Background: an optimization exercise with open tools, aiming at small area, a short achievable clock period and few clock cycles. Do not read the settings as production practice. In this exercise RTL edits were held to simulation tests only and were not proved equivalent to the original. Power and IR drop assume default switching activity.

== main ==
// rs_codec
module rs_codec (
    input  wire       clk,
    input  wire       rst_n,
    input  wire       cmd_valid,
    output wire       cmd_ready,
    input  wire       cmd_op,
    input  wire [3:0] cmd_lvl,
    input  wire [7:0] cmd_len,
    input  wire       in_valid,
    output wire       in_ready,
    input  wire [7:0] in_data,
    output wire       out_valid,
    input  wire       out_ready,
    output wire [7:0] out_data,
    output reg        done,
    output reg  [3:0] err,
    output reg  [7:0] out_len
);
  localparam [3:0] ERR_NONE          = 4'd0;
  localparam [3:0] ERR_INVALID_INPUT = 4'd1;
  localparam [3:0] ERR_UNCORRECTABLE = 4'd3;
  reg        a_v;        
  reg        a_r;        
  reg        a_op;
  reg        a_lok;      
  reg  [2:0] a_lvl;      
  reg  [7:0] a_len;
  reg        cmd_rdy;
  reg        d_inv;      
  reg        d_enc0;     
  reg        d_e1;       
  reg        in_rdy;
  reg        v0, ibv, ib2v;
  reg  [7:0] ib0, ib, ib2;
  ...
Size: roughly 4,400 cells after synthesis, about 690 flip-flops, about 50 I/O pins, ~0.037 mm^2 of cells after synthesis.
Settings: LEC_CHECK=0, CAP_MARGIN=20, CORE_MARGIN=2, CORE_UTILIZATION=30, CTS_BUF_LIST=sky130_fd_sc_hd__clkbuf_16, CTS_CLUSTER_DIAMETER=60, CTS_CLUSTER_SIZE=20, PLACE_DENSITY=0.5, SETUP_SLACK_MARGIN=2.6, SLEW_MARGIN=20; clock period 5.0 ns.
run.sh (not shown) runs the stock make flow with config.mk's settings and CLKGATE_MAP_FILE= SYNTH_SCRIPT=/design/flow/synth_recipe.tcl, a recipe that flattens the netlist after the stock synthesis.
Per the final summary, main finished and its layout is clean on timing, DRC and antenna.
Testbench counts of main, summed over its fixed seeds: cycles 42,422.
Edits applied to the flow inputs when going from main to the feature branch:
diff --git a/flow/design.v b/flow/design.v
--- a/flow/design.v
+++ b/flow/design.v
@@ -29,45 +29,43 @@
   reg        d_inv;      
   reg        d_enc0;     
   reg        d_e1;       
   reg        in_rdy;
   reg        v0, ibv, ib2v;
   reg  [7:0] ib0, ib, ib2;
   reg  [7:0] par [0:63];  
   reg        ph_out;                  
   reg  [6:0] ocnt;                    
   reg        oc16, oc32;              
   reg        o1;                      
-  reg  [7:0] oq0, oq1;                
-  reg        q0v, q1v;                
-  reg        osh;                     
+  reg        out_v;
   reg        ph_in, ph_fin;           
   reg        bop, binv;
   reg        l1, l2, l3;              
   reg        pfx;                     
   reg  [7:0] bcnt;                    
   reg        b1;                      
   reg  [7:0] bolen;                   
   reg        bz, bo1;                 
   reg  [15:1] flo, fhi;               
   reg  [15:1] llo, lhi;               
   reg        rclr;                    
   reg        f2, nzr;                 
   assign cmd_ready = cmd_rdy;
   assign in_ready  = in_rdy;
-  assign out_valid = q0v;
-  assign out_data  = oq0;
+  assign out_valid = out_v;
+  assign out_data  = par[0];
   wire cmd_fire = cmd_valid & cmd_rdy;
   wire in_fire  = in_valid & in_rdy;
-  wire out_fire = q0v & out_ready;
-  wire       step    = ph_out ? (osh & (~(ph_in & bop) | ibv)) : (ph_in & ibv);
+  wire out_fire = out_v & out_ready;
+  wire       step    = (ph_out & out_v & out_ready) | (~ph_out & ph_in & ibv);
   wire       cons    = ph_in & ibv & step;    
   wire       clr     = ph_fin | rclr;
   wire       hold    = ~step & ~clr;
   wire [7:0] inj     = {8{cons & bop}} & ib;  
   wire [511:0] prod;
   wire [15:1]  plo, phi;              
   wire [255:0] lf;
   assign lf[0] = 1'b0;
   assign lf[1] = flo[1];
   assign lf[2] = flo[2];
   assign lf[3] = flo[3];
@@ -899,31 +897,22 @@
                     & (~ph_out | (a_op & ~d_inv & o_fit))
                     & (~d_enc0 | (~ph_fin & ~f2 & ~ph_out))
                     & ~(ph_fin & (d_inv | d_e1));
   wire       a_v_n  = (a_v & ~load) | cmd_fire;
   wire       last_in  = cons & b1 & (~pfx | bz);
   wire       pfx_end  = cons & b1 & pfx;
   wire       enc_end  = last_in & ~bop;             
   wire       last_out = out_fire & o1;
   wire [6:0] b_ns     = l1 ? 7'd16 : l2 ? 7'd32 : 7'd64;
   wire       o_act_n  = (ph_out & ~last_out) | enc_end;
   wire       ld_e0    = load & ~d_inv & d_enc0;     
-  wire       opop     = out_fire;
-  wire       push     = ph_out & step;
-  wire       q_n0     = opop ? q1v : q0v;           
-  wire       q_n1     = ~opop & q1v;                
-  wire [6:0] ocnt_n   = ld_e0 ? a_ns[6:0] : enc_end ? b_ns : ocnt - {6'd0, opop};
-  wire       qv0_n    = q_n0 | push;
-  wire       qv1_n    = (q_n0 & q_n1) | (q_n0 & push);
-  wire [1:0] qc_n     = {1'b0, qv0_n} + {1'b0, qv1_n};
-  wire       osh_n    = (o_act_n | ld_e0) & ~qv1_n & (ocnt_n > {5'd0, qc_n});
   wire       ph_in_n = load ? (~d_inv & ~d_enc0) : (ph_in & ~last_in);
   wire       bop_n   = load ? a_op : bop;
   wire       pop     = cons;
   wire       h_v     = pop ? ib2v : ibv;
   wire       t_v     = ~pop & ib2v;
   wire       mv      = v0 & ~t_v;
   wire       ibv_n   = h_v | mv;
   wire       ib2v_n  = t_v | (h_v & mv);
   wire       v0_n    = in_fire | (v0 & ~mv);
   wire       stin    = ph_in & ibv;
   wire       fbm_n   = load ? (~d_inv & ~d_enc0 & ~a_op)
@@ -954,25 +943,23 @@
       cmd_rdy <= 1'b0;
       in_rdy  <= 1'b0;
       v0      <= 1'b0;
       ibv     <= 1'b0;
       ib2v    <= 1'b0;
       flo     <= 15'h0;
       fhi     <= 15'h0;
       ph_in   <= 1'b0;
       ph_out  <= 1'b0;
       ph_fin  <= 1'b0;
       f2      <= 1'b0;
-      q0v     <= 1'b0;
-      q1v     <= 1'b0;
-      osh     <= 1'b0;
+      out_v   <= 1'b0;
       done    <= 1'b0;
     end else begin
       cmd_rdy <= ~a_v_n;
       a_v     <= a_v_n;
       a_r     <= a_v & ~load;
       if (cmd_fire) begin
         a_op  <= cmd_op;
         a_lok <= (cmd_lvl == 4'd1) | (cmd_lvl == 4'd2) | (cmd_lvl == 4'd3);
         a_lvl <= {cmd_lvl[1:0] == 2'd3, cmd_lvl[1:0] == 2'd2, cmd_lvl[1:0] == 2'd1};
         a_len <= cmd_len;
       end
@@ -998,28 +985,23 @@
       end else if (enc_end) begin
         ocnt <= b_ns;
         o1   <= 1'b0;
         oc16 <= l1;
         oc32 <= ~l3;
       end else if (out_fire) begin
         ocnt <= ocnt - 7'd1;
         o1   <= (ocnt == 7'd2);
         oc16 <= (ocnt <= 7'd17);
         oc32 <= (ocnt <= 7'd33);
       end
-      q0v <= q_n0 | push;
-      q1v <= (q_n0 & q_n1) | (q_n0 & push);
-      if (q_n0) oq0 <= opop ? oq1 : oq0;
-      else      oq0 <= par[0];
-      if (~q_n1) oq1 <= par[0];
-      osh <= osh_n;
+      out_v  <= (o_act_n & (~ph_in_n | ~bop_n | ibv_n | (out_v & ~out_fire))) | ld_e0;
       if (last_out) done <= 1'b1;
       if (enc_end) begin
         err     <= ERR_NONE;
         out_len <= bolen;
       end
       if (ld_e0) begin
         err     <= ERR_NONE;
         out_len <= a_olen;
       end
       ph_in <= ph_in_n;
       bop   <= bop_n;
==> comparison <==
- Post-placement worst setup slack ends up higher on main.
- Diff main -> the feature branch: flip-flop and latch power went down by about 3%, cell depth of the worst flop-to-flop path shrank by 1, initial antenna violation count lower, final worst hold slack up 0.0075 ns.
- Comparing main with the feature branch, the final cell count without fillers came out essentially unchanged.
- NOTE: transition time at the pin with the least slew margin in the feature branch exceeds that of main
- Compared the feature branch vs main, and cell-internal power is down in the feature branch.
- Fraction of met2 tracks used by global routing: main vs the feature branch, no meaningful difference
- The feature branch carries fewer flip-flops than main.
- In the metrics for main and the feature branch, the one carrying the higher area after synthesis is main.
- Share of power burned in the clock network across main and the feature branch: no real change.
Testbench counts of the feature branch, summed over its fixed seeds: cycles 42,264.

==> static timing again, ports no longer ideal <==
Ports are ideal in the flow. The routed layouts listed here were re-timed in OpenROAD.
Step 1 sets driving cells, clkbuf_16 on the clock port and buf_2 on the other inputs (assumed; they add their load-dependent delay and slew).
Step 2, shift: input delay + t, output delay - t, t = (earliest + latest rising clock arrival at the registers) / 2. This alone moves slack from input paths to output paths.
Slacks: ideal / step 1 / step 2; pairs: ideal / step 1.
run | t (ns) | setup WS [ns] | cell pins on the clock port's net
main | 0.769 | 2.531 / 2.499 / 2.019 | 1
the feature branch | 0.738 | 2.483 / 2.483 / 1.943 | 1
After both steps every run listed still meets setup and hold. For the feature branch, which loses most, drivers alone change the setup slack by 0.000 ns; drivers and shift together by -0.540 ns.
